From an optimization exercise on the open Yosys and OpenROAD flow, aimed at small area; shortcuts taken in it are not production practice. Function was checked by simulation only, so behaviour that the tests miss may differ from the original. Power figures rest on the tool's default switching activity, not on a simulated workload.

==> flow/design.v <==
module dht22_ctrl #(
    parameter integer CLKS_PER_US     = 3,
    parameter integer START_LOW_US    = 2000,
    parameter integer MIN_INTERVAL_MS = 10,
    parameter integer ACK_TIMEOUT_US  = 200,
    parameter integer CAL_TIMEOUT_US  = 200,
    parameter integer LEAD_SLACK_US   = 30,
    parameter integer SETTLE_US       = 40,
    parameter integer CLASS_THRESH_US = 40,
    parameter integer CAL_MAX_BITS    = 40
) (
    input  wire        clk,
    input  wire        rst,
    input  wire        bus_req,
    input  wire        bus_we,
    input  wire [3:0]  bus_addr,
    input  wire [31:0] bus_wdata,
    output wire        bus_ack,
    output reg  [31:0] bus_rdata,
    input  wire        line_in,
    output reg         line_oe,
    output reg         line_out
);
    localparam [2:0] PH_IDLE      = 3'd0;
    localparam [2:0] PH_START_LOW = 3'd1;
    localparam [2:0] PH_W_RESP    = 3'd2;
    localparam [2:0] PH_W_ACKL    = 3'd3;
    localparam [2:0] PH_W_ACKH    = 3'd4;
    localparam [2:0] PH_W_LEAD    = 3'd5;
    localparam [2:0] PH_SETTLE    = 3'd6;
    localparam [2:0] PH_W_HIGH    = 3'd7;
    localparam [2:0] OP_BEGIN   = 3'd1;
    localparam [2:0] OP_RECOVER = 3'd2;
    localparam [2:0] OP_READ    = 3'd3;
    localparam [2:0] OP_MEASURE = 3'd4;
    localparam [2:0] OP_START   = 3'd5;
    reg [1:0]  pre;             
    reg [9:0]  us_lfsr;         
    reg [31:0] now_ms;
    reg [3:0]  ecnt;            
    reg [2:0]  phase;
    reg        mode;
    reg [2:0]  op;
    reg [10:0] cnt;
    reg [5:0]  bitcnt;
    reg        pend_valid;
    reg [2:0]  pend_cmd;
    reg        done;
    reg        e_cal, e_dec;    
    reg [2:0]  e_g;
    reg        cached;
    reg        ovr;
    reg        ill;
    reg [1:0]  lstate;
    reg        recovering;
    reg        cal_done;
    reg        ts_valid;
    reg [31:0] last_start_ms;
    reg [7:0]  p_ackl, p_ackh, p_lead, p_h1;
    reg [5:0]  p_h0;
    reg [7:0]  c_ackl, c_ackh, c_lead, c_h1;
    reg [5:0]  c_h0;
    reg        seen0, seen1;
    reg [39:0] acc;
    reg [39:0] frame;
    reg        frame_valid;
    reg [7:0]  cs_calc;
    reg        fr_w, cs_w;      
    reg        line_meta, line_sync;
    wire tick = pre[1];
    wire s    = line_sync;
    wire us_wrap = (us_lfsr == 10'b1010110010);
    wire [31:0] now_inc = now_ms + 32'd1;
    wire        now_eq_last = (now_ms == last_start_ms);
    wire interval_busy = ts_valid & (~(ecnt[3] & ecnt[1]) | now_eq_last);
    wire idle = (phase == PH_IDLE);
    wire busy = pend_valid | ~idle;
    wire [2:0] dstate = idle ? {1'b0, lstate} : (mode ? 3'd2 : 3'd4);
    assign bus_ack = bus_req & ~tick & ~rst;
    wire   bus_wr  = bus_ack & bus_we;
    wire [10:0] c = cnt + 11'd1;
    wire [7:0]  d = c[7:0];
    wire c_start = &{c[10:6], c[4]};                     
    wire c_settle = c[5] & c[3];                         
    wire c_200   = c[7] & c[6] & c[3];                   
    wire wait_level = ~phase[0] | (phase[1] & phase[2]);
    wire wait_end   = (s != wait_level);
    wire c_lead_b = c[8] & c[4] & c[3] & c[2] & c[0];    
    wire c_high_b = &c[7:0];                             
    wire bound_hit  = mode ? c_200 :
                      (phase == PH_W_LEAD) ? c_lead_b :
                      (phase == PH_W_HIGH) ? c_high_b : c_200;
    reg [2:0] wait_stage;
    always @(*) begin
        case (phase)
            PH_W_ACKH: wait_stage = 3'd2;
            PH_W_LEAD: wait_stage = (bitcnt == 6'd0) ? 3'd3 : 3'd5;
            PH_W_HIGH: wait_stage = 3'd4;
            default:   wait_stage = 3'd1;
        endcase
    end
    wire        cls = (d > 8'd40);
    wire [5:0]  h0  = (~cls & ~seen0) ? d[5:0] : c_h0;
    wire [7:0]  h1  = ( cls & ~seen1) ? d : c_h1;
    wire        s0  = seen0 | ~cls;
    wire        s1  = seen1 |  cls;
    wire [5:0]  nb  = bitcnt + 6'd1;
    wire [7:0]  cs_sum   = c_ackl;
    wire        byte_end = (bitcnt[2:0] == 3'd0) & (bitcnt[5:3] != 3'd0) & ~(bitcnt[5] & bitcnt[3]);
    wire [39:0] frame_r = fr_w ? frame : 40'd0;
    wire [7:0]  cs_r    = cs_w ? cs_calc : 8'd0;
    wire [7:0]  pa_l    = cal_done ? p_ackl : 8'd0;
    wire [7:0]  pa_h    = cal_done ? p_ackh : 8'd0;
    wire [7:0]  pl      = cal_done ? p_lead : 8'd0;
    wire [5:0]  ph0     = cal_done ? p_h0 : 6'd0;
    wire [7:0]  ph1     = cal_done ? p_h1 : 8'd0;
    wire [31:0] lst_r   = ts_valid ? last_start_ms : 32'd0;
    wire [15:0] temp_mag    = {1'b0, frame[22:8]};
    wire [15:0] temp_tenths = frame[23] ? (16'd0 - temp_mag) : temp_mag;
    always @(*) begin
        case (bus_addr)
            4'h1: bus_rdata = {4'd0, bitcnt, phase, op, cached, mode, ill, ovr,
                               line_out, line_oe, ts_valid, interval_busy, frame_valid,
                               cal_done, recovering, dstate, done, busy};
            4'h2: bus_rdata = {26'd0, e_cal, e_dec, 1'b0, e_g};
            4'h3: bus_rdata = frame_r[39:8];
            4'h4: bus_rdata = {16'd0, cs_r, frame_r[7:0]};
            4'h5: bus_rdata = acc[31:0];
            4'h6: bus_rdata = {24'd0, acc[39:32]};
            4'h7: bus_rdata = {8'd0, pa_h, 8'd0, pa_l};
            4'h8: bus_rdata = {24'd0, pl};
            4'h9: bus_rdata = {8'd0, ph1, 10'd0, ph0};
            4'hA: bus_rdata = lst_r;
            4'hB: bus_rdata = now_ms;
            4'hC: bus_rdata = fr_w ? {temp_tenths, frame[39:24]} : 32'd0;
            default: bus_rdata = 32'd0;
        endcase
    end
    always @(posedge clk) begin
        line_meta <= line_in;
        line_sync <= line_meta;
    end
    reg ts_set;
    always @(posedge clk) begin
        if (rst) begin
            pre           <= 2'b00;
            us_lfsr       <= 10'd0;
            now_ms        <= 32'd0;
            phase         <= PH_IDLE;
            mode          <= 1'b0;
            op            <= 3'd0;
            bitcnt        <= 6'd0;
            pend_valid    <= 1'b0;
            done          <= 1'b0;
            e_cal         <= 1'b0;
            e_dec         <= 1'b0;
            e_g           <= 3'd0;
            cached        <= 1'b0;
            ovr           <= 1'b0;
            ill           <= 1'b0;
            lstate        <= 2'd0;
            recovering    <= 1'b0;
            cal_done      <= 1'b0;
            ts_valid      <= 1'b0;
            acc           <= 40'd0;
            frame_valid   <= 1'b0;
            fr_w          <= 1'b0;
            cs_w          <= 1'b0;
            line_oe       <= 1'b0;
            line_out      <= 1'b0;
        end else begin
            pre <= {pre[0], ~pre[0] & ~pre[1]};
            if (bus_wr && bus_addr == 4'h0) begin
                if (bus_wdata == 32'd0) begin
                end else if (bus_wdata[31:3] != 29'd0 || bus_wdata[2:1] == 2'b11) begin
                    ill <= 1'b1;
                end else if (busy) begin
                    ovr <= 1'b1;
                end else begin
                    pend_valid <= 1'b1;
                end
            end
            if (bus_wr && bus_addr == 4'h1) begin
                if (bus_wdata[12]) ovr <= 1'b0;
                if (bus_wdata[13]) ill <= 1'b0;
            end
            if (tick) begin
                ts_set = 1'b0;
                if (us_wrap) begin
                    us_lfsr <= 10'd0;
                    now_ms  <= now_inc;
                end else begin
                    us_lfsr <= {us_lfsr[8:0], ~(us_lfsr[9] ^ us_lfsr[6])};
                end
                case (phase)
                    PH_IDLE: if (pend_valid) begin
                        pend_valid <= 1'b0;
                        op         <= pend_cmd;
                        done       <= 1'b0;
                        cached     <= 1'b0;
                        if (pend_cmd == OP_READ && cal_done) begin
                            if (interval_busy) begin
                                cached <= frame_valid;
                                e_cal  <= 1'b0;
                                e_dec  <= 1'b0;
                                e_g    <= frame_valid ? 3'd0 : 3'd2;
                                done   <= 1'b1;
                            end else begin
                                mode     <= 1'b0;
                                phase    <= PH_START_LOW;
                                bitcnt   <= 6'd0;
                                line_oe  <= 1'b1;
                                line_out <= 1'b0;
                                acc      <= 40'd0;
                            end
                        end else if (pend_cmd[2:1] != 2'b10) begin
                            if (pend_cmd == OP_RECOVER && !recovering) begin
                                recovering  <= 1'b1;
                                frame_valid <= 1'b0;
                            end
                            if (lstate == 2'd0 || (pend_cmd == OP_RECOVER && !recovering)) begin
                                lstate   <= 2'd1;
                                ts_set    = 1'b1;
                                ts_valid <= 1'b1;
                                e_cal    <= 1'b0;
                                e_dec    <= 1'b0;
                                e_g      <= 3'd1;
                                done     <= 1'b1;
                            end else if (interval_busy) begin
                                e_cal <= 1'b0;
                                e_dec <= 1'b0;
                                e_g   <= 3'd2;
                                done  <= 1'b1;
                            end else begin
                                mode     <= 1'b1;
                                phase    <= PH_START_LOW;
                                bitcnt   <= 6'd0;
                                line_oe  <= 1'b1;
                                line_out <= 1'b0;
                                seen0    <= 1'b0;
                                seen1    <= 1'b0;
                            end
                        end else begin
                            if (interval_busy) begin
                                e_cal <= 1'b0;
                                e_dec <= 1'b0;
                                e_g   <= 3'd2;
                                done  <= 1'b1;
                            end else begin
                                mode     <= ~pend_cmd[0];
                                phase    <= PH_START_LOW;
                                bitcnt   <= 6'd0;
                                line_oe  <= 1'b1;
                                line_out <= 1'b0;
                                seen0    <= 1'b0;
                                seen1    <= 1'b0;
                            end
                        end
                    end
                    PH_START_LOW: begin
                        if (c_start) begin
                            line_oe  <= 1'b0;
                            ts_set    = 1'b1;
                            ts_valid <= 1'b1;
                            if (op == OP_START) begin
                                e_cal <= 1'b0;
                                e_dec <= 1'b0;
                                e_g   <= 3'd0;
                                done  <= 1'b1;
                                phase <= PH_IDLE;
                            end else begin
                                phase <= PH_W_RESP;
                            end
                        end
                    end
                    PH_SETTLE: begin
                        if (c_settle) begin
                            acc    <= {acc[38:0], s};
                            bitcnt <= nb;
                            phase  <= PH_W_HIGH;
                        end
                    end
                    default: begin
                        if (wait_end) begin
                            case (phase)
                                PH_W_RESP: phase <= PH_W_ACKL;
                                PH_W_ACKL: begin
                                    c_ackl <= mode ? d : 8'd0;
                                    phase  <= PH_W_ACKH;
                                end
                                PH_W_ACKH: begin
                                    c_ackh <= d;
                                    phase  <= PH_W_LEAD;
                                end
                                PH_W_LEAD: begin
                                    if (mode) begin
                                        if (bitcnt == 6'd0) c_lead <= d;
                                        phase <= PH_W_HIGH;
                                    end else begin
                                        phase <= PH_SETTLE;
                                    end
                                end
                                default: begin  
                                    if (mode) begin
                                        c_h0   <= h0;
                                        c_h1   <= h1;
                                        seen0  <= s0;
                                        seen1  <= s1;
                                        bitcnt <= nb;
                                        if (s0 && s1) begin
                                            p_ackl   <= c_ackl;
                                            p_ackh   <= c_ackh;
                                            p_lead   <= c_lead;
                                            p_h0     <= h0;
                                            p_h1     <= h1;
                                            cal_done <= 1'b1;
                                            if (!op[2]) begin
                                                lstate     <= 2'd3;
                                                recovering <= 1'b0;
                                            end
                                            if (op == OP_READ) begin
                                                if (interval_busy) begin
                                                    cached <= frame_valid;
                                                    e_cal  <= 1'b0;
                                                    e_dec  <= 1'b0;
                                                    e_g    <= frame_valid ? 3'd0 : 3'd2;
                                                    done   <= 1'b1;
                                                    phase  <= PH_IDLE;
                                                end else begin
                                                    mode     <= 1'b0;
                                                    phase    <= PH_START_LOW;
                                                    bitcnt   <= 6'd0;
                                                    line_oe  <= 1'b1;
                                                    line_out <= 1'b0;
                                                    acc      <= 40'd0;
                                                end
                                            end else begin
                                                e_cal <= 1'b0;
                                                e_dec <= 1'b0;
                                                e_g   <= 3'd0;
                                                done  <= 1'b1;
                                                phase <= PH_IDLE;
                                            end
                                        end else if (bitcnt == 6'd39) begin
                                            if (!op[2]) lstate <= 2'd1;
                                            if (op == OP_RECOVER) recovering <= 1'b0;
                                            e_cal <= 1'b1;
                                            e_dec <= 1'b0;
                                            e_g   <= 3'd4;
                                            done  <= 1'b1;
                                            phase <= PH_IDLE;
                                        end else begin
                                            phase <= PH_W_LEAD;
                                        end
                                    end else begin
                                        if (bitcnt[5] & bitcnt[3]) begin    
                                            line_oe  <= 1'b1;
                                            line_out <= 1'b1;
                                            cs_calc  <= cs_sum;
                                            cs_w     <= 1'b1;
                                            if (cs_sum == acc[7:0]) begin
                                                frame       <= acc;
                                                fr_w        <= 1'b1;
                                                frame_valid <= 1'b1;
                                                e_g         <= 3'd0;
                                            end else begin
                                                e_g         <= 3'd3;
                                            end
                                            e_cal <= 1'b0;
                                            e_dec <= 1'b0;
                                            done  <= 1'b1;
                                            phase <= PH_IDLE;
                                        end else begin
                                            if (byte_end) c_ackl <= c_ackl + acc[7:0];
                                            phase <= PH_W_LEAD;
                                        end
                                    end
                                end
                            endcase
                        end else if (bound_hit) begin
                            if (mode) begin
                                if (!op[2]) lstate <= 2'd1;
                                if (op == OP_RECOVER) recovering <= 1'b0;
                                e_cal <= 1'b1;
                                e_dec <= 1'b0;
                            end else begin
                                e_cal <= 1'b0;
                                e_dec <= 1'b1;
                            end
                            e_g   <= wait_stage;
                            done  <= 1'b1;
                            phase <= PH_IDLE;
                        end
                    end
                endcase
                if (ts_set) begin
                    last_start_ms <= now_ms;
                    ecnt          <= {3'd0, us_wrap};
                end else if (us_wrap) begin
                    if (now_eq_last)
                        ecnt <= 4'd1;
                    else if (!(ecnt[3] & ecnt[1]))
                        ecnt <= ecnt + 4'd1;
                end
            end
        end
    end
    always @(posedge clk) begin
        if (bus_wr && bus_addr == 4'h0 && !busy)
            pend_cmd <= bus_wdata[2:0];
    end
    always @(posedge clk) begin
        if (tick) begin
            if (phase == PH_START_LOW) begin
                cnt <= c_start ? 11'd0 : c;
            end else if (phase == PH_SETTLE) begin
                cnt <= c_settle ? {3'd0, ~p_h1} : c;    
            end else if (phase == PH_IDLE) begin
                cnt <= 11'd0;
            end else if (wait_end) begin
                if (!mode && (phase == PH_W_ACKH || (phase == PH_W_HIGH)))
                    cnt <= {3'd0, ~p_lead};
                else
                    cnt <= 11'd0;
            end else begin
                cnt <= c;
            end
        end
    end
endmodule
==> flow/flow/run.sh <==
#!/bin/bash
# Layout flow: the standard synthesis, then the combinational logic between
# the registers is re-mapped by ABC for area (registers, their names and cell
# types are kept), then the standard layout from that netlist, with the
# ports buffered by the smallest buffer and a clock tree of small buffers.
# Each tool's output goes to a log file here.
set -euo pipefail
here=$(pwd)
res=$here/orfs/results/$FLOW_PLATFORM/dht22_ctrl/base
lib=$FLOW_HOME/platforms/$FLOW_PLATFORM/lib/sky130_fd_sc_hd__tt_025C_1v80.lib
yosys_bin=$FLOW_HOME/../tools/install/yosys/bin/yosys
[[ -x $yosys_bin ]] || yosys_bin=yosys

# 1. standard synthesis
bash standard.sh synth > synth.log 2>&1

# 2. area re-mapping of the combinational logic
dont_use=""
for c in $(sed -n '/^export DONT_USE_CELLS/,/^$/p' $FLOW_HOME/platforms/$FLOW_PLATFORM/config.mk | tr -d '\\' | tr ' ' '\n' | grep '^sky130'); do
  dont_use="$dont_use -dont_use $c"
done
cp $res/1_2_yosys.v $here/synth_standard.v
cat > reopt.ys <<EOY
read_liberty -ignore_miss_func $lib
read_verilog $here/synth_standard.v
hierarchy -top $FLOW_TOP
setattr -mod -set keep_hierarchy 1 sky130_fd_sc_hd__dfxtp_1 sky130_fd_sc_hd__dfxtp_2 sky130_fd_sc_hd__dfxtp_4 sky130_fd_sc_hd__edfxtp_1 sky130_fd_sc_hd__conb_1
flatten
opt_clean -purge
abc -liberty $lib $dont_use -script $here/flow/area.abc
splitnets
opt_clean -purge
hilomap -singleton -hicell sky130_fd_sc_hd__conb_1 HI -locell sky130_fd_sc_hd__conb_1 LO
select $FLOW_TOP
insbuf -buf sky130_fd_sc_hd__buf_4 A X
write_verilog -noattr -nohex -nodec -selected $here/synth_reopt.v
EOY
$yosys_bin -s reopt.ys > reopt.log 2>&1
cp $here/synth_reopt.v $res/1_2_yosys.v
rm -f $res/1_synth.odb $res/1_synth.sdc

# 3. layout
export BUFFER_PORTS_ARGS="-buffer_cell sky130_fd_sc_hd__buf_1"
export CTS_ARGS="-sink_clustering_enable -repair_clock_nets -dont_use_dummy_load -buf_list sky130_fd_sc_hd__clkbuf_8 -sink_clustering_size 14 -sink_clustering_max_diameter 60"
bash standard.sh > layout.log 2>&1
==> flow/flow/area.abc <==
strash
&get -n
&fraig -x
&put
scorr
dc2
dc2
strash
&get -n
&syn2
&dc2
&dch -f
&nf -R 1000
&put
==> flow/standard.sh <==
#!/bin/bash
# synth_recipe.tcl (not shown) runs the flow's synth.tcl, then flattens the netlist and writes it again
# the make line also repeats each setting of config.mk as NAME=value (left out here)
make -C /OpenROAD-flow-scripts/flow DESIGN_CONFIG=/design/flow/config.mk WORK_HOME=/design/flow/orfs CLKGATE_MAP_FILE= SYNTH_SCRIPT=/design/flow/synth_recipe.tcl "${@:-finish}"
==> flow/config.mk <==
export PLATFORM = sky130hd
export DESIGN_NAME = dht22_ctrl
export DESIGN_NICKNAME = dht22_ctrl
export VERILOG_FILES = /design/flow/design.v
export SDC_FILE = /design/flow/constraint.sdc
export NUM_CORES = 4
export LEC_CHECK = 0
export CAP_MARGIN = 5
export CORE_MARGIN = 2
export CORE_UTILIZATION = 65
export GPL_TIMING_DRIVEN = 0
export SLEW_MARGIN = 5
==> flow/constraint.sdc <==
create_clock -name core_clock -period 10.0 [get_ports {clk}]
set_input_delay 2.0000 -clock core_clock [delete_from_list [all_inputs] [get_ports {clk}]]
set_output_delay 2.0000 -clock core_clock [all_outputs]
set_load 0.01 [all_outputs]
==> results of run 1 <==
worst max path at each step:
stage / from / to / slack (ns) / cells past startpoint
final: us_lfsr[8]$_SDFFE_PP0P_ / now_ms[31]$_SDFFE_PP0P_ / 3.12 / 23
after global placement: cnt[0]$_DFFE_PP_ / acc[30]$_SDFFE_PP0P_ / 0.35 / 9
after global routing: us_lfsr[8]$_SDFFE_PP0P_ / now_ms[31]$_SDFFE_PP0P_ / 2.53 / 23
after detailed placement: bus_addr[2] / bus_rdata[3] / 3.18 / 8
after CTS: bus_addr[2] / bus_rdata[3] / 3.17 / 8
after floorplan: cnt[0]$_DFFE_PP_ / acc[0]$_SDFFE_PP0P_ / 3.93 / 9
layout make-up:
type | count | area (µm²)
flip-flops and latches | 295 | 7670
multi-input cells | 872 | 5320
fillers | 1423 | 5260
repair buffers | 90 | 513
clock buffers | 27 | 372
well taps | 265 | 332
inverters | 33 | 124
diodes | 1 | 2.50
routing by layer:
layer / share of wire (%) / vias to the layer above / GRT usage, % / wire length, µm
li1: - / 4942 / - / -
met1: 38 / 5367 / 52.9 / 15500
met2: 45 / 797 / 57.1 / 18300
met3: 12 / 127 / 7.30 / 4880
met4: 5.4 / 0 / 17.9 / 2220
met5: 0 / - / 0 / 0
placed cells by master, fill, tap and decap left out, types with 10 or more instances in the layout:
cell type,n
sky130_fd_sc_hd__o21ai_0,73
sky130_fd_sc_hd__dfxtp_1,119
sky130_fd_sc_hd__a22oi_1,56
sky130_fd_sc_hd__nor3_1,35
sky130_fd_sc_hd__o22ai_1,15
sky130_fd_sc_hd__a21oi_1,82
sky130_fd_sc_hd__and2_0,16
sky130_fd_sc_hd__o211ai_1,12
sky130_fd_sc_hd__a221oi_1,11
sky130_fd_sc_hd__a22o_1,19
sky130_fd_sc_hd__edfxtp_1,176
sky130_fd_sc_hd__nor4_1,13
sky130_fd_sc_hd__nor2_1,129
sky130_fd_sc_hd__nand2_1,92
sky130_fd_sc_hd__or3_1,10
sky130_fd_sc_hd__nand3_1,33
sky130_fd_sc_hd__buf_1,74
sky130_fd_sc_hd__clkinv_1,33
sky130_fd_sc_hd__a222oi_1,46
sky130_fd_sc_hd__clkbuf_8,27
sky130_fd_sc_hd__nand2b_1,20
sky130_fd_sc_hd__xnor2_1,30
sky130_fd_sc_hd__and3_1,25
sky130_fd_sc_hd__xor2_1,26
sky130_fd_sc_hd__nor2b_1,10
sky130_fd_sc_hd__nand4_1,14
metrics by stage:
| step | setup WS [ns] | utilization (%) | instances | hold WS (ns) |
|---|---|---|---|---|
| 6_report | 3.12 | 73.2 | 1583 | 0.333 |
| 5_1_grt | 2.53 | 73.1 | 1582 | 0.340 |
| 4_1_cts | 3.17 | 72.9 | 1580 | 0.333 |
| 3_5_place_dp | 3.18 | 71.0 | 1553 | 0.313 |
| 3_3_place_gp | 0.353 | 69.8 | 1540 | 0.314 |
| 2_1_floorplan | 3.93 | - | 1200 | 0.310 |
worst register-to-register path, cell delays in order, from the launching register on:
cell and delay [ns]:
sky130_fd_sc_hd__dfxtp_1 0.34, sky130_fd_sc_hd__or4b_1 0.51, sky130_fd_sc_hd__nor3_1 0.45, sky130_fd_sc_hd__nand2_1 0.24, sky130_fd_sc_hd__nor3_1 0.50, sky130_fd_sc_hd__and3_1 0.28, sky130_fd_sc_hd__and2_0 0.25, sky130_fd_sc_hd__and3_1 0.23
sky130_fd_sc_hd__and2_0 0.26, sky130_fd_sc_hd__and3_1 0.27, sky130_fd_sc_hd__and2_0 0.28, sky130_fd_sc_hd__and3_1 0.24, sky130_fd_sc_hd__and2_0 0.31, sky130_fd_sc_hd__and3_1 0.25, sky130_fd_sc_hd__and2_0 0.25, sky130_fd_sc_hd__and3_1 0.33
sky130_fd_sc_hd__and2_0 0.28, sky130_fd_sc_hd__and3_1 0.25, sky130_fd_sc_hd__and2_0 0.25, sky130_fd_sc_hd__and3_1 0.23, sky130_fd_sc_hd__and2_0 0.27, sky130_fd_sc_hd__and3_1 0.29, sky130_fd_sc_hd__and3_1 0.18, sky130_fd_sc_hd__nor3_1 0.05
where the power goes:
part           internal [mW]  leakage [nW]  switching, mW
clock network          0.240         0.194          0.386
logic                 0.0129          1.91         0.0340
registers               1.28          2.61        0.00558
total                   1.53          4.71          0.425
flip-flops by register name, summed over array words and instances (netlist names), 6 cells and up:
name and cells:
p_lead 8, last_start_ms 32, cs_calc 8, bitcnt 6, c_ackh 8, c_ackl 8, p_ackh 8, frame 40
c_h1 8, p_h1 8, cnt 11, us_lfsr 10, p_ackl 8, acc 40, c_lead 8, c_h0 6
p_h0 6, now_ms 32
==> impl_metrics.prom, run 1 <==
# TYPE chip_impl_metric gauge
chip_impl_info{name="clock-root-buffer",value="sky130_fd_sc_hd__clkbuf_8"} 1
chip_impl_metric{name="design.die.area",unit="µm²"} 21200
chip_impl_metric{name="tightestPinTransition",unit="ns"} 1.38
chip_impl_metric{name="detailed_place_hpwl",unit="µm"} 29600
chip_impl_metric{name="die_width",unit="µm"} 146
chip_impl_info{name="hold_path.startpoint",value="line_meta$_DFF_P_"} 1
chip_impl_metric{name="grt.total_usage",unit="%"} 37.7
chip_impl_metric{name="numPortBuffers",unit=""} 75
chip_impl_metric{name="global_route.overflow_total",unit=""} 0
chip_impl_metric{name="clk_path_buf_depth",unit=""} 3
chip_impl_metric{name="wl_per_cell",unit="µm"} 25.8
chip_impl_metric{name="cts-htree-levels",unit=""} 1
chip_impl_metric{name="timing.critical_path.arrival",unit="ns"} 7.33
chip_impl_metric{name="worst_clock_skew",unit="ns"} 0.0561
chip_impl_metric{name="num_io_pins",unit=""} 76
chip_impl_metric{name="gp_congestion",unit=""} 0.996
chip_impl_info{name="rr_endpoint",value="now_ms[31]$_SDFFE_PP0P_"} 1
chip_impl_metric{name="worst_skew_pair.late_latency",unit="ns"} 0.59
chip_impl_metric{name="drt_pre_antenna_iters",unit=""} 10
chip_impl_metric{name="core_area",unit="µm²"} 19600
chip_impl_metric{name="synthesis.area",unit="µm²"} 13100
chip_impl_metric{name="cts_inserted_buffers",unit=""} 27
chip_impl_metric{name="grt_pass1_vias",unit=""} 10100
chip_impl_metric{name="placementRows",unit=""} 51
chip_impl_info{name="worst_path_most_repeated_cell",value="sky130_fd_sc_hd__and3_1"} 1
chip_impl_metric{name="total_leakage_power",unit="nW"} 4.71
chip_impl_metric{name="timing.final.crit_share",unit="%"} 68.8
chip_impl_metric{name="max-slew-margin-rel",unit="%"} 7.40
chip_impl_metric{name="critPathMaxStageDelay",unit="ns"} 0.51
chip_impl_info{name="timing.critical_path.max_delay_family",value="simple AND/OR/NAND/NOR gates"} 1
chip_impl_info{name="timing.critical_path.from_type",value="flop"} 1
chip_impl_metric{name="route.detailed.vias_per_inst",unit=""} 7.10
chip_impl_info{name="cts_tree",value="yes"} 1
chip_impl_metric{name="net_count_synth",unit=""} 1241
chip_impl_info{name="status",value="finished clean"} 1
chip_impl_metric{name="setup.reg_to_reg.worst_slack",unit="ns"} 3.12
chip_impl_info{name="min_to",value="line_sync$_DFF_P_"} 1
chip_impl_metric{name="drt_first_iter_violations",unit=""} 1860
chip_impl_metric{name="hold_buffers",unit=""} 0
chip_impl_metric{name="crit_required",unit="ns"} 10.45
chip_impl_metric{name="worstPathMaxFanout",unit=""} 5
chip_impl_metric{name="detail-route-antenna-nets",unit=""} 0
chip_impl_metric{name="vias",unit=""} 11200
chip_impl_metric{name="grt_first_pass_wirelength",unit="µm"} 61500
chip_impl_metric{name="drcViolationCount",unit=""} 0
chip_impl_metric{name="cts_resized",unit=""} 0
chip_impl_metric{name="drt-total-wl",unit="µm"} 40900
chip_impl_metric{name="cts.clk_slew.worst_paths",unit="ns"} 0.10
chip_impl_info{name="worstHoldPathType",value="reg2reg"} 1
chip_impl_info{name="critPathSlowestCell",value="sky130_fd_sc_hd__or4b_1"} 1
chip_impl_metric{name="finalPower",unit="mW"} 1.96
chip_impl_metric{name="drive_above_1_share",unit="%"} 4.18
chip_impl_metric{name="r2r_cells",unit=""} 23
chip_impl_metric{name="initial_antenna_violation_count",unit=""} 0
chip_impl_metric{name="max-cap-violations",unit=""} 0
chip_impl_metric{name="max-vdd-ir-drop",unit="µV"} 128
chip_impl_metric{name="setup-tns-final",unit="ns"} 0
chip_impl_metric{name="detailed_place.area",unit="µm²"} 13900
chip_impl_metric{name="final-max-slew-violation-count",unit=""} 0
chip_impl_metric{name="post_cts_buffers",unit=""} 0
chip_impl_metric{name="grt_start_max_net_pins",unit=""} 46
chip_impl_metric{name="post_synth.cell_area_avg",unit="µm²"} 10.9
chip_impl_metric{name="hold_path_depth",unit=""} 0
chip_impl_metric{name="die_h",unit="µm"} 146
chip_impl_metric{name="ys.warnings.count",unit=""} 1
chip_impl_metric{name="hold_viol",unit=""} 0
chip_impl_metric{name="flow.area_growth_from_synthesis",unit="%"} 9.76
chip_impl_metric{name="floorplan.initialDensity",unit="%"} 66.7
chip_impl_metric{name="critical_path.n_buffers_inverters",unit=""} 0
chip_impl_metric{name="pwr_density_cell",unit="nW/µm²"} 136
chip_impl_info{name="rr_startpoint",value="us_lfsr[8]$_SDFFE_PP0P_"} 1
chip_impl_metric{name="final_period_minus_worst_setup_slack",unit="ns"} 6.88
chip_impl_metric{name="setup_viol",unit=""} 0
chip_impl_metric{name="synthCells",unit=""} 1200
chip_impl_info{name="setup.worst_path.end_class",value="flop"} 1
chip_impl_metric{name="final_design_area_no_fill",unit="µm²"} 14300
chip_impl_info{name="critPathKind",value="reg2reg"} 1
chip_impl_info{name="unrepaired_setup_endpoints_after_global_routing",value="no"} 1
chip_impl_metric{name="maxClockFrequency",unit="GHz"} 0.145
chip_impl_metric{name="nets",unit=""} 1360
chip_impl_metric{name="cts.sinks",unit=""} 295
chip_impl_info{name="timing.critical_path.cells",value="or4b_1 > nor3_1 > nand2_1 > nor3_1 > and3_1 > and2_0 > and3_1 > and2_0 > and3_1 > and2_0 > and3_1 > and2_0 > and3_1 > and2_0 > and3_1 > and2_0 > and3_1 > and2_0 > and3_1 > and2_0 > and3_1 > and3_1 > nor3_1"} 1
==> run 2: changes to the inputs <==
--- a/flow/flow/run.sh
+++ b/flow/flow/run.sh
@@ -41,5 +41,5 @@
 
 # 3. layout
 export BUFFER_PORTS_ARGS="-buffer_cell sky130_fd_sc_hd__buf_1"
-export CTS_ARGS="-sink_clustering_enable -repair_clock_nets -dont_use_dummy_load -buf_list sky130_fd_sc_hd__clkbuf_8 -sink_clustering_size 14 -sink_clustering_max_diameter 60"
+export CTS_ARGS="-sink_clustering_enable -repair_clock_nets -dont_use_dummy_load -buf_list sky130_fd_sc_hd__clkbuf_4 -sink_clustering_size 10 -sink_clustering_max_diameter 40"
 bash standard.sh > layout.log 2>&1
--- a/flow/config.mk
+++ b/flow/config.mk
@@ -5,8 +5,8 @@
 export SDC_FILE = /design/flow/constraint.sdc
 export NUM_CORES = 4
 export LEC_CHECK = 0
-export CAP_MARGIN = 5
+export CAP_MARGIN = 20
 export CORE_MARGIN = 2
 export CORE_UTILIZATION = 65
 export GPL_TIMING_DRIVEN = 0
-export SLEW_MARGIN = 5
+export SLEW_MARGIN = 20
==> run 2 against run 1 <==
  * Still clean
  * Clock-buffer cell count grew 15
  * Synthesized cell count is the same
  * Global-route usage grew 0.52 points
  * Clock power down 6.4%
  * Utilization is 0.40 points lower
  * Cell count is 0.95% higher
  * Total power down 2.0%
  * Sequential power is essentially flat
  * Critical path depth fell by 16
  * Setup slack worse by 0.020 ns
  * Worst hold slack worse by 0.0039 ns
  * Combinational power is 2% higher
  * Critical path type is now in2out
  * Critical endpoint is now bus_rdata[22]
  * Largest cell class unchanged
  * Largest power group unchanged
==> impl_metrics.prom, run 2 <==
# TYPE chip_impl_metric gauge
chip_impl_metric{name="worst_clock_skew",unit="ns"} 0.103
chip_impl_metric{name="hold_path_depth",unit=""} 0
chip_impl_metric{name="post_synth.cell_area_avg",unit="µm²"} 10.9
chip_impl_metric{name="worstPathMaxFanout",unit=""} 22
chip_impl_metric{name="timing.final.crit_share",unit="%"} 69.0
chip_impl_metric{name="grt_first_pass_wirelength",unit="µm"} 61800
chip_impl_info{name="critPathKind",value="in2out"} 1
chip_impl_metric{name="global_route.overflow_total",unit=""} 0
chip_impl_info{name="layout.cells.most_common_list",value="176 x sky130_fd_sc_hd__edfxtp_1, 127 x sky130_fd_sc_hd__nor2_1, 119 x sky130_fd_sc_hd__dfxtp_1"} 1
chip_impl_info{name="setup.worst_path.end_class",value="primary output"} 1
chip_impl_metric{name="drcViolationCount",unit=""} 0
chip_impl_metric{name="cts.sinks",unit=""} 295
chip_impl_info{name="status",value="finished clean"} 1
chip_impl_metric{name="maxClockFrequency",unit="GHz"} 0.145
chip_impl_metric{name="detailed_place_hpwl",unit="µm"} 29800
chip_impl_metric{name="pwr_density_cell",unit="nW/µm²"} 134
chip_impl_metric{name="final_core_util",unit="%"} 72.8
chip_impl_metric{name="grt.total_usage",unit="%"} 38.2
chip_impl_metric{name="setup.reg_to_reg.worst_slack",unit="ns"} 3.24
chip_impl_metric{name="flow.area_growth_from_synthesis",unit="%"} 9.17
chip_impl_metric{name="ys.warnings.count",unit=""} 1
chip_impl_info{name="critPathSlowestCell",value="sky130_fd_sc_hd__buf_1"} 1
chip_impl_metric{name="tightestPinTransition",unit="ns"} 1.18
chip_impl_metric{name="cts.clk_slew.worst_paths",unit="ns"} 0.07
chip_impl_metric{name="worst_skew_pair.late_latency",unit="ns"} 0.71
chip_impl_metric{name="synthesis.area",unit="µm²"} 13100
chip_impl_info{name="cts_tree",value="yes"} 1
chip_impl_metric{name="crit_required",unit="ns"} 8.00
chip_impl_metric{name="cts_resized",unit=""} 0
chip_impl_info{name="largestRegisters",value="acc: 40 flops, frame: 40 flops"} 1
chip_impl_metric{name="multi_input_area",unit="µm²"} 5340
chip_impl_metric{name="synthCells",unit=""} 1200
chip_impl_metric{name="drive_above_1_share",unit="%"} 5.56
chip_impl_info{name="rr_startpoint",value="us_lfsr[2]$_SDFFE_PP0P_"} 1
chip_impl_metric{name="die_width",unit="µm"} 146
chip_impl_metric{name="route.detailed.vias_per_inst",unit=""} 7.09
chip_impl_metric{name="timing.critical_path.arrival",unit="ns"} 4.90
chip_impl_metric{name="cts-htree-levels",unit=""} 2
chip_impl_metric{name="hold_buffers",unit=""} 0
chip_impl_metric{name="max-vdd-ir-drop",unit="µV"} 108
chip_impl_metric{name="wl_per_cell",unit="µm"} 25.6
chip_impl_metric{name="critical_path.n_buffers_inverters",unit=""} 2
chip_impl_metric{name="critPathMaxStageDelay",unit="ns"} 0.84
chip_impl_metric{name="fill_cells",unit=""} 1453
chip_impl_metric{name="max-cap-violations",unit=""} 0
chip_impl_metric{name="core_area",unit="µm²"} 19600
chip_impl_info{name="worstHoldPathType",value="reg2reg"} 1
chip_impl_info{name="timing.critical_path.from_type",value="input pin"} 1
chip_impl_metric{name="post_cts_buffers",unit=""} 0
chip_impl_info{name="layout_commonest_cell",value="sky130_fd_sc_hd__edfxtp_1"} 1
chip_impl_metric{name="setup_viol",unit=""} 0
chip_impl_metric{name="final-seq-area",unit="µm²"} 7670
chip_impl_metric{name="clk_path_buf_depth",unit=""} 3
chip_impl_metric{name="nets",unit=""} 1374
chip_impl_metric{name="final_period_minus_worst_setup_slack",unit="ns"} 6.90
chip_impl_metric{name="die_h",unit="µm"} 146
chip_impl_metric{name="floorplan.initialDensity",unit="%"} 66.7
chip_impl_metric{name="total_leakage_power",unit="nW"} 4.70
chip_impl_metric{name="drt_first_iter_violations",unit=""} 1731
chip_impl_metric{name="grt_start_max_net_pins",unit=""} 38
chip_impl_info{name="hold_path.startpoint",value="line_meta$_DFF_P_"} 1
chip_impl_metric{name="r2r_cells",unit=""} 23
chip_impl_metric{name="timing.final.ws_setup",unit="ns"} 3.10
chip_impl_info{name="unrepaired_setup_endpoints_after_global_routing",value="no"} 1
chip_impl_metric{name="gp_congestion",unit=""} 0.996
chip_impl_metric{name="design.die.area",unit="µm²"} 21200
chip_impl_metric{name="vias",unit=""} 11300
chip_impl_metric{name="net_count_synth",unit=""} 1241
chip_impl_info{name="min_to",value="line_sync$_DFF_P_"} 1
chip_impl_info{name="timing.critical_path.cells",value="buf_1 > nor2b_1 > and3_1 > o21ai_0 > and3_1 > o21ai_0 > buf_1"} 1
chip_impl_info{name="timing.critical_path.max_delay_family",value="simple AND/OR/NAND/NOR gates"} 1
chip_impl_metric{name="setup-tns-final",unit="ns"} 0
chip_impl_metric{name="drt-total-wl",unit="µm"} 40900
chip_impl_metric{name="drt_pre_antenna_iters",unit=""} 9
chip_impl_metric{name="hold_viol",unit=""} 0
chip_impl_metric{name="grt_pass1_vias",unit=""} 10200
chip_impl_metric{name="cts_inserted_buffers",unit=""} 42
chip_impl_metric{name="initial_antenna_violation_count",unit=""} 1
chip_impl_metric{name="num_io_pins",unit=""} 76
chip_impl_metric{name="detail-route-antenna-nets",unit=""} 0
chip_impl_metric{name="placementRows",unit=""} 51
chip_impl_metric{name="detailedPlace.worstSlack",unit="ns"} 3.22
chip_impl_info{name="rr_endpoint",value="now_ms[31]$_SDFFE_PP0P_"} 1
chip_impl_metric{name="numPortBuffers",unit=""} 75
chip_impl_info{name="clock-root-buffer",value="sky130_fd_sc_hd__clkbuf_4"} 1
chip_impl_metric{name="final-max-slew-violation-count",unit=""} 0
chip_impl_metric{name="max-slew-margin-rel",unit="%"} 21.2
## run 2: worst reg2reg max path, delay by kind of cell, from the launching register on
kind | cells | cell delay [ns]
and+or+nand+nor | 23 | 6.41
DFF | 1 | 0.33
## run 2: metal layers
metal  global-route usage [%]  wire length [µm]
met1                     52.8             15400
met2                     57.8             18100
met3                     8.24              5150
met4                     19.0              2240
met5                        0                 0
## run 2: layout make-up
class                           instances  area share (%)
Timing Repair Buffer                   89            3.31
Sequential cell                       295            53.8
Tap cell                              265            2.33
Clock buffer                           42            2.21
Multi-Input combinational cell        872            37.5
Inverter                               33           0.878
Antenna cell                            2          0.0351
## run 2: worst max path at each step
stage                                  startpoint                       to  slack [ns]  cells after the start
final                                 bus_addr[2]            bus_rdata[22]        3.10                      7
after global routing      us_lfsr[2]$_SDFFE_PP0P_  now_ms[31]$_SDFFE_PP0P_        2.58                     23
after floorplan                  cnt[0]$_DFFE_PP_      acc[0]$_SDFFE_PP0P_        3.93                      9
after detailed placement  us_lfsr[8]$_SDFFE_PP0P_  now_ms[31]$_SDFFE_PP0P_        3.22                     23
after global placement           cnt[0]$_DFFE_PP_     acc[30]$_SDFFE_PP0P_        0.35                      9
after CTS                 us_lfsr[2]$_SDFFE_PP0P_  now_ms[31]$_SDFFE_PP0P_        3.25                     23
## run 2: power breakdown
group / internal (mW) / total [mW] / leakage (nW) / switching (mW)
clock: 0.193 / 0.586 / 0.193 / 0.393
sequential: 1.28 / 1.28 / 2.61 / 0.00551
combinational: 0.0136 / 0.0480 / 1.90 / 0.0344
total: 1.48 / 1.92 / 4.70 / 0.433
## run 2: per-stage QoR
| step | area, µm² | cells | hold slack, ns | power, mW |
|---|---|---|---|---|
| floorplan | 13100 | 1200 | 0.310 | 1.33 |
| finish | 14300 | 1598 | 0.329 | 1.92 |
| detailed placement | 13900 | 1554 | 0.312 | 1.36 |
| global route | 14300 | 1598 | 0.336 | 1.96 |
| global placement | 13700 | 1540 | 0.314 | 1.35 |
| CTS | 14200 | 1596 | 0.330 | 1.91 |
==> run 3: changes to the inputs <==
--- a/flow/flow/run.sh
+++ b/flow/flow/run.sh
@@ -35,9 +35,16 @@
 insbuf -buf sky130_fd_sc_hd__buf_4 A X
 write_verilog -noattr -nohex -nodec -selected $here/synth_reopt.v
 EOY
-$yosys_bin -s reopt.ys > reopt.log 2>&1
-cp $here/synth_reopt.v $res/1_2_yosys.v
-rm -f $res/1_synth.odb $res/1_synth.sdc
+# keep the standard netlist if the re-mapping fails or changes the registers
+if $yosys_bin -s reopt.ys > reopt.log 2>&1; then
+  n_std=$(grep -cE '^ *sky130_fd_sc_hd__e?dfxtp_[0-9]+ ' synth_standard.v || true)
+  n_new=$(grep -cE '^ *sky130_fd_sc_hd__e?dfxtp_[0-9]+ ' synth_reopt.v || true)
+  n_all=$(grep -cE '^ *sky130_fd_sc_hd__' synth_reopt.v || true)
+  if [[ $n_std -gt 0 && $n_std -eq $n_new && $n_all -gt $((n_new + 100)) ]]; then
+    cp $here/synth_reopt.v $res/1_2_yosys.v
+    rm -f $res/1_synth.odb $res/1_synth.sdc
+  fi
+fi
 
 # 3. layout
 export BUFFER_PORTS_ARGS="-buffer_cell sky130_fd_sc_hd__buf_1"
==> flow/flow/area.abc (replaced) <==
strash
&get -n
&fraig -x
&put
scorr
dc2
dc2
strash
&get -n
&syn2
&dc2
&dch -f
&nf -R 1000
&put
strash
&get -n
&dch -f
&nf -R 1000
&put
==> run 3 against run 2 <==
  * Via count fell by 0.55%
  * Clock skew fell by 0.010 ns
  * Critical endpoint is now now_ms[30]$_SDFFE_PP0P_
  * Largest cell class unchanged
  * Sequential power about the same
  * Worst hold slack is essentially flat
  * Critical path type is now reg2reg
  * Total power shrank 0.53%
  * Routed wire length is 0.82% higher
==> impl_metrics.prom, run 3 <==
# TYPE chip_impl_metric gauge
chip_impl_info{name="status",value="finished clean"} 1
chip_impl_metric{name="grt_start_max_net_pins",unit=""} 37
chip_impl_info{name="largestRegisters",value="acc: 40 flops, frame: 40 flops"} 1
chip_impl_metric{name="synthesis.area",unit="µm²"} 13000
chip_impl_info{name="clock-root-buffer",value="sky130_fd_sc_hd__clkbuf_4"} 1
chip_impl_metric{name="hold_viol",unit=""} 0
chip_impl_metric{name="final-max-slew-violation-count",unit=""} 0
chip_impl_info{name="maxUsedRoutingLayer",value="met4"} 1
chip_impl_metric{name="drt-total-wl",unit="µm"} 41300
chip_impl_metric{name="initial_antenna_violation_count",unit=""} 2
chip_impl_info{name="setup.worst_path.end_class",value="flop"} 1
chip_impl_info{name="layout_commonest_cell",value="sky130_fd_sc_hd__edfxtp_1"} 1
chip_impl_metric{name="final_period_minus_worst_setup_slack",unit="ns"} 6.83
chip_impl_info{name="critPathKind",value="reg2reg"} 1
chip_impl_metric{name="setup.reg_to_reg.worst_slack",unit="ns"} 3.17
chip_impl_metric{name="tightestPinTransition",unit="ns"} 1.16
chip_impl_metric{name="nets",unit=""} 1372
chip_impl_metric{name="cts_resized",unit=""} 0
chip_impl_metric{name="drt_first_iter_violations",unit=""} 1728
chip_impl_metric{name="drt-met1-wl",unit="µm"} 15800
chip_impl_metric{name="clk_path_buf_depth",unit=""} 3
chip_impl_info{name="cts_tree",value="yes"} 1
chip_impl_metric{name="detailed_place_hpwl",unit="µm"} 30000
chip_impl_metric{name="crit_required",unit="ns"} 10.59
chip_impl_metric{name="detail-route-antenna-nets",unit=""} 0
chip_impl_metric{name="maxClockFrequency",unit="GHz"} 0.147
chip_impl_metric{name="floorplan.initialDensity",unit="%"} 66.6
chip_impl_metric{name="net_count_synth",unit=""} 1235
chip_impl_metric{name="cts-htree-levels",unit=""} 2
chip_impl_metric{name="flow.area_growth_from_synthesis",unit="%"} 9.80
chip_impl_metric{name="numPortBuffers",unit=""} 75
chip_impl_metric{name="pwr_density_cell",unit="nW/µm²"} 134
chip_impl_metric{name="vias",unit=""} 11300
chip_impl_info{name="rr_startpoint",value="pre[1]$_SDFF_PP0_"} 1
chip_impl_metric{name="grt_pass1_vias",unit=""} 10400
chip_impl_metric{name="critPathMaxStageDelay",unit="ns"} 1.04
chip_impl_metric{name="design.die.area",unit="µm²"} 21100
chip_impl_metric{name="core_area",unit="µm²"} 19500
chip_impl_metric{name="wl_per_cell",unit="µm"} 25.9
chip_impl_metric{name="timing.critical_path.arrival",unit="ns"} 7.41
chip_impl_metric{name="grt.total_usage",unit="%"} 38.9
chip_impl_info{name="critPathSlowestCell",value="sky130_fd_sc_hd__dfxtp_1"} 1
chip_impl_info{name="worstHoldPathType",value="reg2reg"} 1
chip_impl_metric{name="grt_first_pass_wirelength",unit="µm"} 62600
chip_impl_metric{name="ys.warnings.count",unit=""} 1
chip_impl_info{name="critical_path.startpoint",value="pre[1]$_SDFF_PP0_"} 1
chip_impl_metric{name="die_h",unit="µm"} 145
chip_impl_metric{name="cts.sinks",unit=""} 295
chip_impl_info{name="hold_path.startpoint",value="line_meta$_DFF_P_"} 1
chip_impl_metric{name="synthCells",unit=""} 1194
chip_impl_info{name="rr_endpoint",value="now_ms[30]$_SDFFE_PP0P_"} 1
chip_impl_metric{name="layout.cells.non_filler",unit=""} 1596
chip_impl_metric{name="r2r_cells",unit=""} 21
chip_impl_info{name="setup.worst_path.end",value="now_ms[30]$_SDFFE_PP0P_"} 1
chip_impl_metric{name="worstPathMaxFanout",unit=""} 22
chip_impl_metric{name="cts.clk_slew.worst_paths",unit="ns"} 0.10
chip_impl_metric{name="timing.final.crit_share",unit="%"} 68.3
chip_impl_metric{name="finalPower",unit="mW"} 1.91
chip_impl_metric{name="num_io_pins",unit=""} 76
chip_impl_metric{name="post_cts_buffers",unit=""} 0
chip_impl_metric{name="worst_clock_skew",unit="ns"} 0.0931
chip_impl_metric{name="global_route.overflow_total",unit=""} 0
chip_impl_metric{name="gp_congestion",unit=""} 0.984
chip_impl_info{name="timing.critical_path.max_delay_family",value="simple AND/OR/NAND/NOR gates"} 1
chip_impl_metric{name="critical_path_depth",unit=""} 21
chip_impl_metric{name="drive_above_1_share",unit="%"} 6.09
chip_impl_metric{name="total_leakage_power",unit="nW"} 4.86
chip_impl_info{name="timing.critical_path.from_type",value="flop"} 1
chip_impl_metric{name="drt_pre_antenna_iters",unit=""} 26
chip_impl_metric{name="hold_path_depth",unit=""} 0
chip_impl_metric{name="fill_cells",unit=""} 1466
chip_impl_metric{name="max-vdd-ir-drop",unit="µV"} 99.9
chip_impl_metric{name="die_width",unit="µm"} 145
chip_impl_metric{name="cts_inserted_buffers",unit=""} 41
chip_impl_metric{name="max-cap-violations",unit=""} 0
chip_impl_metric{name="dr_wl_met2",unit="µm"} 18200
chip_impl_metric{name="drcViolationCount",unit=""} 0
chip_impl_info{name="timing.critical_path.cells",value="nand2_1 > nor3_1 > and3_1 > and2_0 > and3_1 > and2_0 > and3_1 > and2_0 > and3_1 > and2_0 > and3_1 > and2_0 > and3_1 > and2_0 > and3_1 > and2_0 > and3_1 > and2_0 > and3_1 > and2_0 > nor3_1"} 1
chip_impl_metric{name="worst_skew_pair.late_latency",unit="ns"} 0.70
chip_impl_metric{name="post-place-cells",unit=""} 1553
chip_impl_metric{name="placementRows",unit=""} 51
chip_impl_metric{name="hold_buffers",unit=""} 0
chip_impl_metric{name="critical_path.n_buffers_inverters",unit=""} 0
chip_impl_info{name="layout.cells.most_common_list",value="176 x sky130_fd_sc_hd__edfxtp_1, 133 x sky130_fd_sc_hd__nor2_1, 119 x sky130_fd_sc_hd__dfxtp_1"} 1
chip_impl_metric{name="dr_wl_met3",unit="µm"} 5100
chip_impl_info{name="unrepaired_setup_endpoints_after_global_routing",value="no"} 1
chip_impl_metric{name="setup_viol",unit=""} 0
chip_impl_metric{name="route.detailed.vias_per_inst",unit=""} 7.06
chip_impl_metric{name="post_synth.cell_area_avg",unit="µm²"} 10.9
chip_impl_metric{name="max-slew-margin-rel",unit="%"} 22.5
[run 3: per-layer routing]
metal / up-vias / track usage [%]
met3: 135 / 9.31
met2: 836 / 57.9
met1: 5337 / 54.6
met5: - / 0
li1: 4961 / -
met4: 0 / 17.7
[run 3: how the worst min path moves through the flow]
stage                             end  slack [ns]
global placement    line_sync$_DFF_P_        0.31
finish              line_sync$_DFF_P_        0.33
detailed placement  line_sync$_DFF_P_        0.31
CTS                 line_sync$_DFF_P_        0.33
floorplan           line_sync$_DFF_P_        0.31
global route        line_sync$_DFF_P_        0.35
[run 3: where the power goes]
| group | switching [mW] | internal, mW | total [mW] |
|---|---|---|---|
| registers | 0.00577 | 1.28 | 1.28 |
| clock network | 0.388 | 0.188 | 0.576 |
| logic | 0.0341 | 0.0132 | 0.0473 |
[run 3: cell type report]
class / instances / area (µm²) / share of cell area [%]
repair buffers: 94 / 532 / 3.73
well taps: 265 / 332 / 2.32
clock buffers: 41 / 308 / 2.16
flip-flops and latches: 295 / 7670 / 53.7
diodes: 2 / 5.00 / 0.0351
inverters: 27 / 103 / 0.719
multi-input cells: 872 / 5330 / 37.3
[run 3: through the flow]
stage               util [%]  cell area [µm²]  setup slack (ns)  setup TNS (ns)  hold slack [ns]
global placement        69.7            13600            -0.564          -36.01            0.314
finish                  73.1            14300              3.17               0            0.330
CTS                     73.0            14300              3.33               0            0.333
global route            73.1            14300              2.71               0            0.346
detailed placement      71.4            13900              3.30               0            0.315
floorplan                  -            13000              3.69               0            0.310
==> run 4: changes to the inputs <==
--- a/flow/flow/run.sh
+++ b/flow/flow/run.sh
@@ -48,5 +48,5 @@
 
 # 3. layout
 export BUFFER_PORTS_ARGS="-buffer_cell sky130_fd_sc_hd__buf_1"
-export CTS_ARGS="-sink_clustering_enable -repair_clock_nets -dont_use_dummy_load -buf_list sky130_fd_sc_hd__clkbuf_4 -sink_clustering_size 10 -sink_clustering_max_diameter 40"
+export CTS_ARGS="-sink_clustering_enable -repair_clock_nets -dont_use_dummy_load -root_buf sky130_fd_sc_hd__clkbuf_8 -tree_buf sky130_fd_sc_hd__clkbuf_8 -buf_list sky130_fd_sc_hd__clkbuf_4 -sink_clustering_size 10 -sink_clustering_max_diameter 45"
 bash standard.sh > layout.log 2>&1
==> run 4 against run 3 <==
  * Clock skew fell by 0.031 ns
  * Cell area barely moved
  * Utilization barely moved
  * Die area did not move
  * Non-clock buffer count rose by 1
  * First-iteration DRC count rose by 6.3%
  * Largest cell class unchanged
  * Critical path depth did not move
  * Combinational power barely moved
  * Highest routed layer unchanged
  * Synthesized cell count did not move
  * Maximum frequency fell by 0.26%
==> impl_metrics.prom, run 4 <==
# TYPE chip_impl_metric gauge
chip_impl_metric{name="timing.final.crit_share",unit="%"} 68.4
chip_impl_metric{name="grt.total_usage",unit="%"} 38.7
chip_impl_metric{name="crit_required",unit="ns"} 10.44
chip_impl_metric{name="detail-route-antenna-nets",unit=""} 0
chip_impl_metric{name="setup_viol",unit=""} 0
chip_impl_metric{name="cts-htree-levels",unit=""} 2
chip_impl_metric{name="final-max-slew-violation-count",unit=""} 0
chip_impl_metric{name="clk_path_buf_depth",unit=""} 3
chip_impl_info{name="status",value="finished clean"} 1
chip_impl_info{name="unrepaired_setup_endpoints_after_global_routing",value="no"} 1
chip_impl_metric{name="r2r_cells",unit=""} 21
chip_impl_metric{name="hold_buffers",unit=""} 0
chip_impl_info{name="layout_commonest_cell",value="sky130_fd_sc_hd__edfxtp_1"} 1
chip_impl_metric{name="max-slew-margin-rel",unit="%"} 24.5
chip_impl_metric{name="gp_congestion",unit=""} 0.984
chip_impl_metric{name="placementRows",unit=""} 51
chip_impl_metric{name="hold_viol",unit=""} 0
chip_impl_metric{name="grt_first_pass_wirelength",unit="µm"} 62400
chip_impl_metric{name="tightestPinTransition",unit="ns"} 1.12
chip_impl_metric{name="drt_pre_antenna_iters",unit=""} 10
chip_impl_metric{name="synthCells",unit=""} 1194
chip_impl_metric{name="drt-total-wl",unit="µm"} 41400
chip_impl_metric{name="cts_inserted_buffers",unit=""} 38
chip_impl_metric{name="fill_cells",unit=""} 1460
chip_impl_metric{name="fin_hold_ws",unit="ns"} 0.329
chip_impl_metric{name="final_period_minus_worst_setup_slack",unit="ns"} 6.84
chip_impl_metric{name="nets",unit=""} 1370
chip_impl_metric{name="synthesis.area",unit="µm²"} 13000
chip_impl_metric{name="floorplan.initialDensity",unit="%"} 66.6
chip_impl_metric{name="finalPower",unit="mW"} 1.92
chip_impl_metric{name="die_h",unit="µm"} 145
chip_impl_metric{name="detailedPlace.worstSlack",unit="ns"} 3.30
chip_impl_metric{name="wl_per_cell",unit="µm"} 26.0
chip_impl_metric{name="numPortBuffers",unit=""} 75
chip_impl_metric{name="hold_path_depth",unit=""} 0
chip_impl_metric{name="grt_pass1_vias",unit=""} 10300
chip_impl_info{name="clock-root-buffer",value="sky130_fd_sc_hd__clkbuf_8"} 1
chip_impl_metric{name="design.die.area",unit="µm²"} 21100
chip_impl_metric{name="grt_start_max_net_pins",unit=""} 37
chip_impl_metric{name="initial_antenna_violation_count",unit=""} 0
chip_impl_metric{name="detailed_place.area",unit="µm²"} 13900
chip_impl_metric{name="vias",unit=""} 11300
chip_impl_info{name="timing.critical_path.from_type",value="flop"} 1
chip_impl_metric{name="flow.area_growth_from_synthesis",unit="%"} 9.86
chip_impl_metric{name="worst_clock_skew",unit="ns"} 0.0620
chip_impl_info{name="critPathKind",value="reg2reg"} 1
chip_impl_metric{name="core_area",unit="µm²"} 19500
chip_impl_metric{name="cts_resized",unit=""} 0
chip_impl_metric{name="drive_above_1_share",unit="%"} 5.88
chip_impl_metric{name="max-cap-violations",unit=""} 0
chip_impl_info{name="largestRegisters",value="acc: 40 flops, frame: 40 flops"} 1
chip_impl_metric{name="cts.clk_slew.worst_paths",unit="ns"} 0.11
chip_impl_metric{name="die_width",unit="µm"} 145
chip_impl_metric{name="detailed_place_hpwl",unit="µm"} 30000
chip_impl_info{name="layout.cells.most_common_list",value="176 x sky130_fd_sc_hd__edfxtp_1, 133 x sky130_fd_sc_hd__nor2_1, 119 x sky130_fd_sc_hd__dfxtp_1"} 1
chip_impl_metric{name="post_synth.cell_area_avg",unit="µm²"} 10.9
chip_impl_metric{name="worst_skew_pair.late_latency",unit="ns"} 0.56
chip_impl_metric{name="final_design_area_no_fill",unit="µm²"} 14300
chip_impl_metric{name="num_io_pins",unit=""} 76
chip_impl_metric{name="ys.warnings.count",unit=""} 1
chip_impl_metric{name="timing.critical_path.arrival",unit="ns"} 7.28
chip_impl_metric{name="maxClockFrequency",unit="GHz"} 0.146
chip_impl_info{name="worstHoldPathType",value="reg2reg"} 1
chip_impl_metric{name="pwr_density_cell",unit="nW/µm²"} 134
chip_impl_info{name="cts_tree",value="yes"} 1
chip_impl_metric{name="drcViolationCount",unit=""} 0
chip_impl_metric{name="timing.final.ws_setup",unit="ns"} 3.16
chip_impl_metric{name="final_core_util",unit="%"} 73.1
chip_impl_metric{name="post_cts_buffers",unit=""} 0
chip_impl_info{name="setup.worst_path.end_class",value="flop"} 1
chip_impl_metric{name="drt_first_iter_violations",unit=""} 1836
chip_impl_metric{name="route.detailed.vias_per_inst",unit=""} 7.08
chip_impl_metric{name="antenna_cells_inserted",unit=""} 0
chip_impl_metric{name="max-vdd-ir-drop",unit="µV"} 118
chip_impl_metric{name="cts.sinks",unit=""} 295
chip_impl_metric{name="global_route.overflow_total",unit=""} 0
chip_impl_metric{name="net_count_synth",unit=""} 1235
chip_impl_metric{name="worstPathMaxFanout",unit=""} 22
chip_impl_metric{name="total_leakage_power",unit="nW"} 4.87
## run 4: path summary, 6_finish.rpt
kind	end	start	slack, ns
max reg2reg	now_ms[30]$_SDFFE_PP0P_	pre[1]$_SDFF_PP0_	3.16
min	line_sync$_DFF_P_	line_meta$_DFF_P_	0.33
min reg2reg	line_sync$_DFF_P_	line_meta$_DFF_P_	0.33
max	now_ms[30]$_SDFFE_PP0P_	pre[1]$_SDFF_PP0_	3.16
## run 4: metrics by stage
stage          TNS [ns]  instances
3_5_place_dp          0       1553
5_1_grt               0       1592
2_1_floorplan         0       1194
3_3_place_gp     -36.01       1534
4_1_cts               0       1591
6_report              0       1592
## run 4: power breakdown
group | internal, mW | leakage (nW) | switching (mW)
logic | 0.0132 | 2.00 | 0.0344
clock network | 0.199 | 0.188 | 0.387
registers | 1.28 | 2.68 | 0.00575
## run 4: area by class of cell
| class | instances | area (µm²) | area share, % |
|---|---|---|---|
| inverter | 27 | 103 | 0.719 |
| tap | 265 | 332 | 2.32 |
| clock buffer | 38 | 317 | 2.22 |
| multi-input combinational | 872 | 5320 | 37.3 |
| timing repair buffer | 95 | 539 | 3.78 |
| sequential | 295 | 7670 | 53.7 |
## run 4: metal layers
layer  wire length (µm)  GRT usage [%]  vias up
li1                   -              -     4960
met1              15500           53.9     5273
met2              18100           57.4      881
met3               5420           9.72      157
met4               2400           18.8        0
met5                  0              0        -
## run 4: worst max-delay path: stages (launching register included)
cell	delay, ns
sky130_fd_sc_hd__dfxtp_1	1.07
sky130_fd_sc_hd__nand2_1	0.24
sky130_fd_sc_hd__nor3_1	0.65
sky130_fd_sc_hd__and3_1	0.31
sky130_fd_sc_hd__and2_0	0.28
sky130_fd_sc_hd__and3_1	0.28
sky130_fd_sc_hd__and2_0	0.25
sky130_fd_sc_hd__and3_1	0.24
sky130_fd_sc_hd__and2_0	0.25
sky130_fd_sc_hd__and3_1	0.22
sky130_fd_sc_hd__and2_0	0.33
sky130_fd_sc_hd__and3_1	0.25
sky130_fd_sc_hd__and2_0	0.30
sky130_fd_sc_hd__and3_1	0.25
sky130_fd_sc_hd__and2_0	0.27
sky130_fd_sc_hd__and3_1	0.25
sky130_fd_sc_hd__and2_0	0.25
sky130_fd_sc_hd__and3_1	0.28
sky130_fd_sc_hd__and2_0	0.27
sky130_fd_sc_hd__and3_1	0.25
sky130_fd_sc_hd__and2_0	0.17
sky130_fd_sc_hd__nor3_1	0.06

## static timing again, ports no longer ideal
How much do the figures lean on ideal ports? The routed layouts below were timed once more, with nothing changed but the port constraints. Step 1 (the two cells are an assumption about what drives the block):
set clk [get_ports {clk}]
set_driving_cell -lib_cell sky130_fd_sc_hd__clkbuf_16 $clk
set_driving_cell -lib_cell sky130_fd_sc_hd__buf_2 [delete_from_list [all_inputs] $clk]
Step 2, shift: input delay + t, output delay - t, t = (earliest + latest rising clock arrival at the registers) / 2. This alone moves slack from input paths to output paths. Slacks: ideal ports / drivers / drivers and shift; pairs: ideal ports / drivers.
run	shift t [ns]	setup WS [ns]	latest minus earliest clock arrival (ns)
run 1	0.611	3.122 / 3.107 / 3.107	0.056 / 0.057
run 2	0.696	3.102 / 3.071 / 3.071	0.110 / 0.109
run 3	0.694	3.175 / 3.175 / 3.175	0.093 / 0.093
run 4	0.578	3.157 / 3.157 / 3.157	0.062 / 0.062
After both steps setup and hold are still met in every run listed. For run 2, which loses most, drivers alone change the setup slack by -0.031 ns; drivers and shift together by -0.031 ns.
